Context: an optimization exercise on an open-source flow, tuned for small area, a short achievable clock period and few clock cycles per item. The choices shown serve that exercise and are no tape-out recipe.
Only simulation tests tie the RTL to the original design; equivalence was not proved.
Power figures rest on the tool's default switching activity, not on a simulated workload.

<file path="flow/run.sh">
#!/bin/bash
# synth_recipe.tcl (not shown) runs the flow's synth.tcl, then flattens the netlist and writes it again
# the make line also repeats each setting of config.mk as NAME=value (left out here)
make -C /OpenROAD-flow-scripts/flow DESIGN_CONFIG=/design/flow/config.mk WORK_HOME=/design/flow/orfs CLKGATE_MAP_FILE= SYNTH_SCRIPT=/design/flow/synth_recipe.tcl finish
</file>
<file path="flow/config.mk">
export PLATFORM = sky130hd
export DESIGN_NAME = fdtu
export DESIGN_NICKNAME = fdtu
export VERILOG_FILES = /design/flow/design.v
export SDC_FILE = /design/flow/constraint.sdc
export NUM_CORES = 4
export LEC_CHECK = 0
export CAP_MARGIN = 20
export CORE_MARGIN = 2
export CORE_UTILIZATION = 25
export GPL_ROUTABILITY_DRIVEN = 1
export PLACE_DENSITY = 0.45
export SLEW_MARGIN = 20
</file>
<file path="flow/constraint.sdc">
create_clock -name core_clock -period 12.0 [get_ports {clk}]
set_input_delay 2.4000 -clock core_clock [delete_from_list [all_inputs] [get_ports {clk}]]
set_output_delay 2.4000 -clock core_clock [all_outputs]
set_load 0.01 [all_outputs]
</file>
<file path="flow/design.v">
module fdtu (
    input  wire         clk,
    input  wire         rst,           
    input  wire         cmd_valid,
    output wire         cmd_ready,
    input  wire [159:0] cmd_data,
    input  wire         fin_valid,
    output wire         fin_ready,
    input  wire [31:0]  fin_data,
    output reg          out_valid,
    output reg  [31:0]  out_data,
    output wire         busy,
    output reg          fault,
    output reg  [1:0]   fault_code,
    output reg  [31:0]  fault_pos,
    output reg  [31:0]  fault_info0,
    output reg  [31:0]  fault_info1
);
    localparam integer W  = 8;
    localparam integer H  = 4;
    localparam integer N  = W * H;
    localparam integer HW = W / 2;
    localparam integer HH = H / 2;
    localparam [31:0] MIDGRAY  = 32'hFF7F7F7F;
    localparam [31:0] NAN_SENT = 32'h7FC00000;
    localparam [31:0] POS_INF  = 32'h7F800000;
    localparam [7:0] OP_DRAW = 8'h10, OP_PUT = 8'h11, OP_RDCOLOR = 8'h12, OP_RDDEPTH = 8'h13;
    localparam [7:0] OP_CLRC = 8'h20, OP_CLRD = 8'h21, OP_FILL = 8'h22, OP_SCANOUT = 8'h23;
    localparam [7:0] OP_GETW = 8'h24, OP_GETH = 8'h25;
    localparam [7:0] OP_CLI = 8'h30, OP_CRGB = 8'h31, OP_CRGBA = 8'h32, OP_CVEC4 = 8'h33;
    localparam [7:0] OP_CGRAY = 8'h34, OP_CCONST = 8'h35, OP_COUT = 8'h36;
    localparam [7:0] OP_GETR = 8'h38, OP_GETG = 8'h39, OP_GETB = 8'h3A, OP_GETA = 8'h3B;
    localparam [7:0] OP_SETR = 8'h3C, OP_SETG = 8'h3D, OP_SETB = 8'h3E, OP_SETA = 8'h3F;
    localparam [7:0] OP_CADD = 8'h40, OP_CSADD = 8'h41, OP_CMUL = 8'h42;
    localparam [7:0] OP_CCMPL = 8'h43, OP_CCMPLA = 8'h44;
    localparam [1:0] FC_COORD = 2'd1, FC_ILLEGAL = 2'd2, FC_UNINIT = 2'd3;
    localparam [1:0] S_IDLE = 2'd0, S_EXEC = 2'd1, S_SCAN = 2'd2, S_FILL = 2'd3;
    reg [1:0]   state;
    reg [159:0] cmd;
    reg [31:0]  pos;
    reg [5:0]   cnt;                  
    reg [31:0]  creg  [0:7];          
    reg [7:0]   cmark;                
    reg [31:0]  cp [0:N-1];           
    reg [31:0]  dp [0:N-1];           
    assign cmd_ready = (state == S_IDLE);
    assign fin_ready = (state == S_FILL);
    assign busy      = (state != S_IDLE);
    wire [31:0] w0 = cmd[31:0];
    wire [31:0] X  = cmd[63:32];
    wire [31:0] Y  = cmd[95:64];
    wire [31:0] Z  = cmd[127:96];
    wire [31:0] T  = cmd[159:128];
    wire [7:0]  op = w0[7:0];
    wire [2:0]  cd = w0[10:8];
    wire [2:0]  cs = w0[13:11];
    reg       known, use_cd, use_cs;
    reg [1:0] kx, ky, kz, kt;
    always @(*) begin
        known = 1'b1; use_cd = 1'b0; use_cs = 1'b0;
        kx = 2'd0; ky = 2'd0; kz = 2'd0; kt = 2'd0;
        case (op)
            OP_DRAW:    begin use_cs = 1'b1; kx = 2'd1; ky = 2'd1; kz = 2'd1; end
            OP_PUT:     begin use_cs = 1'b1; kx = 2'd1; ky = 2'd1; end
            OP_RDCOLOR: begin use_cd = 1'b1; kx = 2'd1; ky = 2'd1; end
            OP_RDDEPTH: begin kx = 2'd1; ky = 2'd1; end
            OP_CLRC:    begin use_cs = 1'b1; end
            OP_CLRD:    begin kz = 2'd1; end
            OP_FILL, OP_SCANOUT, OP_GETW, OP_GETH: ;
            OP_CLI:     begin use_cd = 1'b1; kx = 2'd1; end
            OP_CRGB:    begin use_cd = 1'b1; kx = 2'd2; ky = 2'd2; kz = 2'd2; end
            OP_CRGBA:   begin use_cd = 1'b1; kx = 2'd2; ky = 2'd2; kz = 2'd2; kt = 2'd2; end
            OP_CVEC4:   begin use_cd = 1'b1; kx = 2'd1; ky = 2'd1; kz = 2'd1; kt = 2'd1; end
            OP_CGRAY:   begin use_cd = 1'b1; kx = 2'd1; end
            OP_CCONST:  begin use_cd = 1'b1; kx = 2'd3; end
            OP_COUT, OP_GETR, OP_GETG, OP_GETB, OP_GETA: begin use_cs = 1'b1; end
            OP_SETR, OP_SETG, OP_SETB, OP_SETA: begin use_cd = 1'b1; kx = 2'd2; end
            OP_CADD, OP_CSADD, OP_CMUL, OP_CCMPL, OP_CCMPLA: begin use_cd = 1'b1; use_cs = 1'b1; end
            default:    known = 1'b0;
        endcase
    end
    function field_ok;
        input [1:0]  kind;
        input [31:0] v;
        begin
            case (kind)
                2'd0:    field_ok = (v == 32'd0);
                2'd1:    field_ok = 1'b1;
                2'd2:    field_ok = (v[31:8] == 24'd0);
                default: field_ok = (v[31:4] == 28'd0) && (v[3:0] <= 4'd8);
            endcase
        end
    endfunction
    wire legal = known && (w0[31:14] == 18'd0)
                 && (use_cd || cd == 3'd0) && (use_cs || cs == 3'd0)
                 && field_ok(kx, X) && field_ok(ky, Y) && field_ok(kz, Z) && field_ok(kt, T);
    wire reads_cs = (op == OP_DRAW) || (op == OP_PUT) || (op == OP_CLRC) || (op == OP_COUT) ||
                    (op == OP_GETR) || (op == OP_GETG) || (op == OP_GETB) || (op == OP_GETA) ||
                    (op == OP_CADD) || (op == OP_CSADD) || (op == OP_CMUL) ||
                    (op == OP_CCMPL) || (op == OP_CCMPLA);
    wire reads_cd = (op == OP_SETR) || (op == OP_SETG) || (op == OP_SETB) || (op == OP_SETA) ||
                    (op == OP_CADD) || (op == OP_CSADD) || (op == OP_CMUL);
    wire cd_uninit = reads_cd && !cmark[cd];
    wire cs_uninit = reads_cs && !cmark[cs];
    wire uninit    = cd_uninit || cs_uninit;
    wire [2:0] uninit_reg = cd_uninit ? cd : cs;
    wire [31:0] rcd = creg[cd];
    wire [31:0] rcs = creg[cs];
    wire signed [33:0] si = $signed({{2{X[31]}}, X}) + HW;
    wire signed [33:0] sj = HH - $signed({{2{Y[31]}}, Y});
    wire coord_ok = (si >= 0) && (si < W) && (sj >= 0) && (sj < H);
    wire [31:0] kidx = si[31:0] + sj[31:0] * W;
    wire [4:0]  k    = kidx[4:0];
    wire uses_coord = (op == OP_DRAW) || (op == OP_PUT) || (op == OP_RDCOLOR) || (op == OP_RDDEPTH);
    function is_nan;
        input [31:0] d;
        is_nan = (d[30:23] == 8'hFF) && (d[22:0] != 23'd0);
    endfunction
    function fle32;
        input [31:0] a;
        input [31:0] b;
        reg signed [32:0] ka, kb;
        begin
            ka = a[31] ? -$signed({2'b00, a[30:0]}) : $signed({2'b00, a[30:0]});
            kb = b[31] ? -$signed({2'b00, b[30:0]}) : $signed({2'b00, b[30:0]});
            if (is_nan(a) || is_nan(b)) fle32 = 1'b0;
            else                        fle32 = (ka <= kb);
        end
    endfunction
    wire [31:0] stored_depth = dp[k];
    wire [31:0] stored_color = cp[k];
    wire draw_accept = !fle32(stored_depth, Z);
    function [7:0] f2ch;
        input [31:0] v;
        reg   [31:0] prod;
        reg   [7:0]  sh;
        begin
            prod = 32'd255 * {8'd0, 1'b1, v[22:0]};
            if (v[31] || v[30:23] < 8'd119 || v[30:23] > 8'd150) f2ch = 8'd0;
            else begin
                sh   = 8'd150 - v[30:23];
                f2ch = prod >> sh;
            end
        end
    endfunction
    function [7:0] gray;
        input [31:0] v;
        begin
            if (is_nan(v))                          gray = 8'd0;
            else if (v[31])                         gray = 8'd0;       
            else if (v[30:0] >= 31'h3F800000)       gray = 8'd255;     
            else                                    gray = f2ch(v);
        end
    endfunction
    reg [31:0] cconst;
    always @(*) begin
        case (X[3:0])
            4'd0:    cconst = 32'hFF000000;
            4'd1:    cconst = 32'hFFFFFFFF;
            4'd2:    cconst = MIDGRAY;
            4'd3:    cconst = 32'hFF0000FF;
            4'd4:    cconst = 32'hFF00FF00;
            4'd5:    cconst = 32'hFFFF0000;
            4'd6:    cconst = 32'hFF00FFFF;
            4'd7:    cconst = 32'hFFFF00FF;
            default: cconst = 32'hFFFFFF00;
        endcase
    end
    wire [7:0] opa = rcs[31:24];
    function [7:0] sat_add;
        input [7:0] x;
        input [7:0] a;
        reg   [8:0] s;
        begin
            s = {1'b0, x} + {1'b0, a};
            sat_add = s[8] ? 8'hFF : s[7:0];
        end
    endfunction
    function [7:0] mul_div;
        input [7:0] x;
        input [7:0] a;
        reg   [15:0] p;
        begin
            p = x * a;
            mul_div = p / 16'd255;
        end
    endfunction
    wire [31:0] add_res  = {rcd[31:24] + opa, rcd[23:16] + opa, rcd[15:8] + opa, rcd[7:0] + opa};
    wire [31:0] sadd_res = {sat_add(rcd[31:24], opa), sat_add(rcd[23:16], opa),
                            sat_add(rcd[15:8], opa),  sat_add(rcd[7:0], opa)};
    wire [31:0] mul_res  = {mul_div(rcd[31:24], opa), mul_div(rcd[23:16], opa),
                            mul_div(rcd[15:8], opa),  mul_div(rcd[7:0], opa)};
    reg        reg_we;
    reg [31:0] reg_wv;
    reg        emit;
    reg [31:0] emit_v;
    always @(*) begin
        reg_we = 1'b1;
        reg_wv = 32'd0;
        emit   = 1'b0;
        emit_v = 32'd0;
        case (op)
            OP_RDCOLOR: reg_wv = stored_color;
            OP_CLI:     reg_wv = X;
            OP_CRGB:    reg_wv = {8'hFF, Z[7:0], Y[7:0], X[7:0]};
            OP_CRGBA:   reg_wv = {T[7:0], Z[7:0], Y[7:0], X[7:0]};
            OP_CVEC4:   reg_wv = {f2ch(T), f2ch(Z), f2ch(Y), f2ch(X)};
            OP_CGRAY:   reg_wv = {8'hFF, gray(X), gray(X), gray(X)};
            OP_CCONST:  reg_wv = cconst;
            OP_SETR:    reg_wv = {rcd[31:8], X[7:0]};
            OP_SETG:    reg_wv = {rcd[31:16], X[7:0], rcd[7:0]};
            OP_SETB:    reg_wv = {rcd[31:24], X[7:0], rcd[15:0]};
            OP_SETA:    reg_wv = {X[7:0], rcd[23:0]};
            OP_CADD:    reg_wv = add_res;
            OP_CSADD:   reg_wv = sadd_res;
            OP_CMUL:    reg_wv = mul_res;
            OP_CCMPL:   reg_wv = {8'hFF, ~rcs[23:0]};
            OP_CCMPLA:  reg_wv = ~rcs;
            default:    reg_we = 1'b0;
        endcase
        case (op)
            OP_RDDEPTH: begin emit = 1'b1; emit_v = stored_depth; end
            OP_GETW:    begin emit = 1'b1; emit_v = W; end
            OP_GETH:    begin emit = 1'b1; emit_v = H; end
            OP_COUT:    begin emit = 1'b1; emit_v = rcs; end
            OP_GETR:    begin emit = 1'b1; emit_v = {24'd0, rcs[7:0]}; end
            OP_GETG:    begin emit = 1'b1; emit_v = {24'd0, rcs[15:8]}; end
            OP_GETB:    begin emit = 1'b1; emit_v = {24'd0, rcs[23:16]}; end
            OP_GETA:    begin emit = 1'b1; emit_v = {24'd0, rcs[31:24]}; end
            default:    ;
        endcase
    end
    wire [4:0] fill_k = {2'd3 - cnt[4:3], cnt[2:0]};
    wire exec     = (state == S_EXEC);
    wire f_illegal = !legal;
    wire f_uninit  = legal && uninit;
    wire f_coord   = legal && !uninit && uses_coord && !coord_ok;
    wire ok        = exec && !f_illegal && !f_uninit && !f_coord;
    always @(posedge clk) begin
        if (rst) begin
            state       <= S_IDLE;
            pos         <= 32'd0;
            cnt         <= 6'd0;
            cmark       <= 8'd0;
            fault       <= 1'b0;
            fault_code  <= 2'd0;
            fault_pos   <= 32'd0;
            fault_info0 <= 32'd0;
            fault_info1 <= 32'd0;
            out_valid   <= 1'b0;
            out_data    <= 32'd0;
        end else begin
            out_valid <= 1'b0;
            case (state)
                S_IDLE: begin
                    if (cmd_valid && !fault) begin
                        cmd   <= cmd_data;
                        state <= S_EXEC;
                    end
                end
                S_EXEC: begin
                    state <= S_IDLE;
                    if (f_illegal || f_uninit || f_coord) begin
                        fault     <= 1'b1;
                        fault_pos <= pos;
                        if (f_illegal) begin
                            fault_code <= FC_ILLEGAL; fault_info0 <= w0; fault_info1 <= X;
                        end else if (f_uninit) begin
                            fault_code <= FC_UNINIT; fault_info0 <= {29'd0, uninit_reg}; fault_info1 <= 32'd0;
                        end else begin
                            fault_code <= FC_COORD; fault_info0 <= X; fault_info1 <= Y;
                        end
                    end else begin
                        pos <= pos + 32'd1;
                        if (reg_we) cmark[cd] <= 1'b1;
                        if (emit) begin
                            out_valid <= 1'b1;
                            out_data  <= emit_v;
                        end
                        if (op == OP_SCANOUT) begin
                            state <= S_SCAN;
                            cnt   <= 6'd0;
                        end
                        if (op == OP_FILL) begin
                            state <= S_FILL;
                            cnt   <= 6'd0;
                        end
                    end
                end
                S_SCAN: begin
                    out_valid <= 1'b1;
                    out_data  <= cp[cnt[4:0]];
                    cnt       <= cnt + 6'd1;
                    if (cnt == N - 1) state <= S_IDLE;
                end
                default: begin  
                    if (fin_valid) begin
                        cnt <= cnt + 6'd1;
                        if (cnt == N - 1) state <= S_IDLE;
                    end
                end
            endcase
        end
    end
    always @(posedge clk) begin
        if (ok && reg_we) creg[cd] <= reg_wv;
    end
    integer n;
    always @(posedge clk) begin
        if (rst) begin
            for (n = 0; n < N; n = n + 1) begin
                cp[n] <= 32'hFFFFFFFF;
                dp[n] <= POS_INF;
            end
        end else if (ok && op == OP_CLRC) begin
            for (n = 0; n < N; n = n + 1) cp[n] <= rcs;
        end else if (ok && op == OP_CLRD) begin
            for (n = 0; n < N; n = n + 1) dp[n] <= Z;
        end else if (ok && op == OP_DRAW && draw_accept) begin
            cp[k] <= rcs;
            dp[k] <= Z;
        end else if (ok && op == OP_PUT) begin
            cp[k] <= rcs;
            dp[k] <= NAN_SENT;
        end else if (state == S_FILL && fin_valid) begin
            cp[fill_k] <= fin_data;
            dp[fill_k] <= NAN_SENT;
        end
    end
endmodule
</file>
==> results.txt <==
-- what timing repair did --
item,CTS,global route
setup buffers,1,27
setup endpoints to repair,8,64
pin swaps,0,15
resized for setup,0,68
-- per-stage QoR --
stage | setup slack [ns] | TNS [ns] | std cells | instance area [um^2] | util (%)
3_3_place_gp | -0.0730 | -0.583 | 23352 | 194000 | 27.8
4_1_cts | 0.0124 | 0 | 23953 | 205000 | 29.4
5_1_grt | -0.0394 | -0.350 | 23988 | 206000 | 29.5
2_1_floorplan | -0.285 | -72.05 | 14149 | 175000 | -
3_5_place_dp | -0.0125 | -0.0987 | 23358 | 195000 | 27.9
6_report | 0.428 | 0 | 24003 | 206000 | 29.5
-- cell type report --
class	count	area [um^2]	area share (%)
Tap cell	9270	11600	5.63
Inverter	950	3580	1.74
Timing Repair Buffer	1129	11000	5.32
Multi-Input combinational cell	9369	91100	44.2
Clock buffer	418	8820	4.28
Antenna cell	20	50.0	0.0243
Clock inverter	176	1910	0.927
Sequential cell	2671	78200	37.9
-- state kept, by name (all words and copies together), names as in the netlist, 2 cells and up, named ones only --
register / flops
fault_code: 2
cmd: 160
creg: 256
cnt: 6
cp: 1024
dp: 1024
fault_pos: 32
cmark: 8
fault_info0: 32
state: 2
out_data: 32
fault_info1: 32
pos: 32
-- cells in the mapped netlist, types with 133 or more instances --
cell type / number / area (um^2)
a21oi_1: 1169 / 5850
nor2_1: 786 / 2950
nor3_1: 224 / 1120
edfxtp_1: 2464 / 74000
fa_1: 579 / 11600
nand2_1: 727 / 2730
clkbuf_1: 908 / 3410
nand3_1: 245 / 1230
inv_1: 942 / 3540
o21ai_0: 694 / 3470
a31oi_1: 133 / 832
ha_1: 530 / 6630
mux2i_1: 1165 / 11700
mux4_2: 1101 / 24800
xnor2_1: 253 / 2220
buf_1: 196 / 736
dfxtp_1: 207 / 4140
-- critical path: cells and delay by family (launching register included) --
family / cells / cell delay [ns]
AOI/OAI and AO/OA: 11 / 2.95
adders and majority gates: 7 / 2.82
and+or+nand+nor: 8 / 2.70
muxes: 2 / 0.82
buffers and inverters: 5 / 0.79
xor gates and xnor gates: 3 / 0.73
DFF: 1 / 0.44
-- power groups by stage --
stage / clock [uW] / sequential, uW / combinational, uW
finish: 10200 / 10700 / 39200
global route: 10700 / 10700 / 43000
CTS: 10400 / 10700 / 37900
detailed placement: 0 / 10900 / 37700
global placement: 0 / 10900 / 37900
floorplan: 0 / 10800 / 26800
-- placed cells by master, fill, tap and decap left out, types with 101 or more instances in the layout --
cell	instances
a211oi_1	106
a21oi_1	1163
a31oi_1	132
buf_12	129
buf_4	662
clkbuf_16	334
clkdlybuf4s50_1	329
dfxtp_1	196
edfxtp_1	2464
fa_1	579
ha_1	529
inv_1	941
mux2i_1	1098
mux4_2	1101
nand2_1	647
nand3_1	241
nor2_1	747
nor3_1	177
o21ai_0	689
xnor2_1	243
xor2_1	101
-- how the worst max path moves through the flow --
| stage | from | end | slack, ns | cells past startpoint |
|---|---|---|---|---|
| floorplan | cmd[34] | cp[28][0] | -0.29 | 45 |
| global placement | register | creg[1][8] | -0.07 | 37 |
| detailed placement | register | creg[1][8] | -0.01 | 37 |
| CTS | register | creg[3][8] | 0.01 | 37 |
| global route | register | creg[3][8] | -0.04 | 42 |
| finish | register | creg[4][17] | 0.43 | 36 |
-- logic make-up after synthesis --
| family | after synthesis | share of synthesized area (%) |
|---|---|---|
| buf+inv | 2109 | 4.57 |
| xor+xnor | 362 | 1.83 |
| mux | 2334 | 21.2 |
| fa+ha+maj | 1113 | 10.4 |
| compound gates | 2932 | 10.3 |
| simple gates | 2628 | 7.06 |
| flops | 2671 | 44.6 |
-- routing by layer --
metal	part of all wire, %	vias up
met5	0.025	-
met4	4.9	26
met3	8.1	1155
met2	46	5706
met1	41	67947
li1	-	54271
==> flow_summary.json <==
{
  "post_drt_wl_per_cell_um": 31.9,
  "top_usage_layer": "met2",
  "clock-sinks": 2671,
  "drc": 0,
  "rr_endpoint": "creg[4][17]",
  "antenna_found_initial": 67,
  "startpoint_type": "register",
  "insertion_delay_ns": 1.12,
  "cts_buffers": 326,
  "pwr_density_cell_nw_per_um2": 291,
  "switching_share_pct": 47.4,
  "drt-pass1-iter-count": 7,
  "fin_crit_sh_pct": 96.4,
  "initial_core_util_pct": 25.1,
  "hold_class": "register to register",
  "use_met2_pct": 33.4,
  "synth_top_flop_cell": "edfxtp_1",
  "internal-power_uw": 31600,
  "die_h_um": 841,
  "yosys_warnings": 1,
  "overflow": 0,
  "crit_fanout": 8,
  "worstPathArrival_ns": 12.36,
  "cts-hold-fix-buffers": 0,
  "grt_util_all_layers_pct": 20.9,
  "crit_path_top_delay_cell": "or4_1",
  "finalPower_uw": 60100,
  "rrSetupSlack_ns": 0.43,
  "dieArea_um2": 708000,
  "worst_path_largest_cell_delay_ns": 0.56,
  "grt_pass1_wl_um": 1050000,
  "coreArea_um2": 699000,
  "synth_edf_count": 2464,
  "num_vias": 129105,
  "via_per_inst": 5.38,
  "p_seq_share_pct": 17.8,
  "synth_cells": 14149,
  "min_from": "fault_pos[14]",
  "use_met3_pct": 4.00,
  "pwr-share-clk_pct": 17.0,
  "fillers": 70950,
  "drv_cap": 0,
  "crit_path_frequent_cell": "fa_1",
  "period_minus_slack_ns": 11.57,
  "finalHoldViolations": 0,
  "cp.required_ns": 12.79,
  "cts_max_path_buffers": 4,
  "dieWidth_um": 841,
  "ir_drop_uv": 547,
  "grt_max_degree": 111,
  "syn_to_final_growth_pct": 17.6,
  "synth_nets": 15454,
  "portBuffers": 330,
  "slew_violations": 0,
  "cts_tree": "yes",
  "timing.slew.headroom_pct": 13.6,
  "place_congestion": 0.881,
  "grt_use_met1_pct": 27.9,
  "synth.distinct_cells": 129,
  "postRouteAntennaNets": 0,
  "fmax_mhz": 86.4,
  "num_rows": 307,
  "p_leak_uw": 0.0748,
  "run_status": "complete, no violations",
  "cts-htree-levels": 5,
  "holdWs_ns": 0.453,
  "nets": 15752,
  "drive_gt1_share_pct": 19.9,
  "dp.final_hpwl_um": 519000,
  "final-setup-viol-count": 0,
  "ff2ff_path_depth": 36,
  "routed_wirelength_um": 765000,
  "grt_pass1_vias": 126929,
  "synthArstFlopShare_pct": 0,
  "finClkSkew_ns": 0.151,
  "ys_ff_latch": 2671,
  "pwr-share-comb_pct": 65.2,
  "ios": 331,
  "path_class": "register to register",
  "hold-path-cell-count": 2,
  "drtIter0Drc": 15359,
  "root_buffer": "clkbuf_16",
  "min_to": "fault_pos[14]",
  "clk_pin_slew_ns": 0.06,
  "cp-end-kind": "register",
  "syn_area_per_cell_um2": 12.4,
  "ys_seq_area_share_pct": 44.6,
  "p_sw_uw": 28500,
  "netlist_area_um2": 175000,
  "worst_slew_pin_slew_ns": 1.28
}
Testbench counts, summed over its fixed seeds: cycles 101,248, commands 25,600.

[re-timing with driven ports]
The flow's constraints put no driver on any port. The routed layout listed below was extracted and timed again, unchanged, in two steps.
Step 1 assumes that a clkbuf_16 drives the clock port and a buf_2 every other input.
Step 2 also shifts input and output timing later by t, the mid clock arrival at the registers, as if the neighbouring blocks saw the same clock.
Slacks: ideal / step 1 / step 2; pairs: ideal / step 1.
t (ns): 1.148
setup WS [ns]: 0.428 / 0.428 / 0.428
hold WS [ns]: 0.453 / 0.453 / 0.453
After both steps this run still meets setup and hold. The setup slack of this run moves by 0.000 ns with the drivers and by 0.000 ns with both steps.
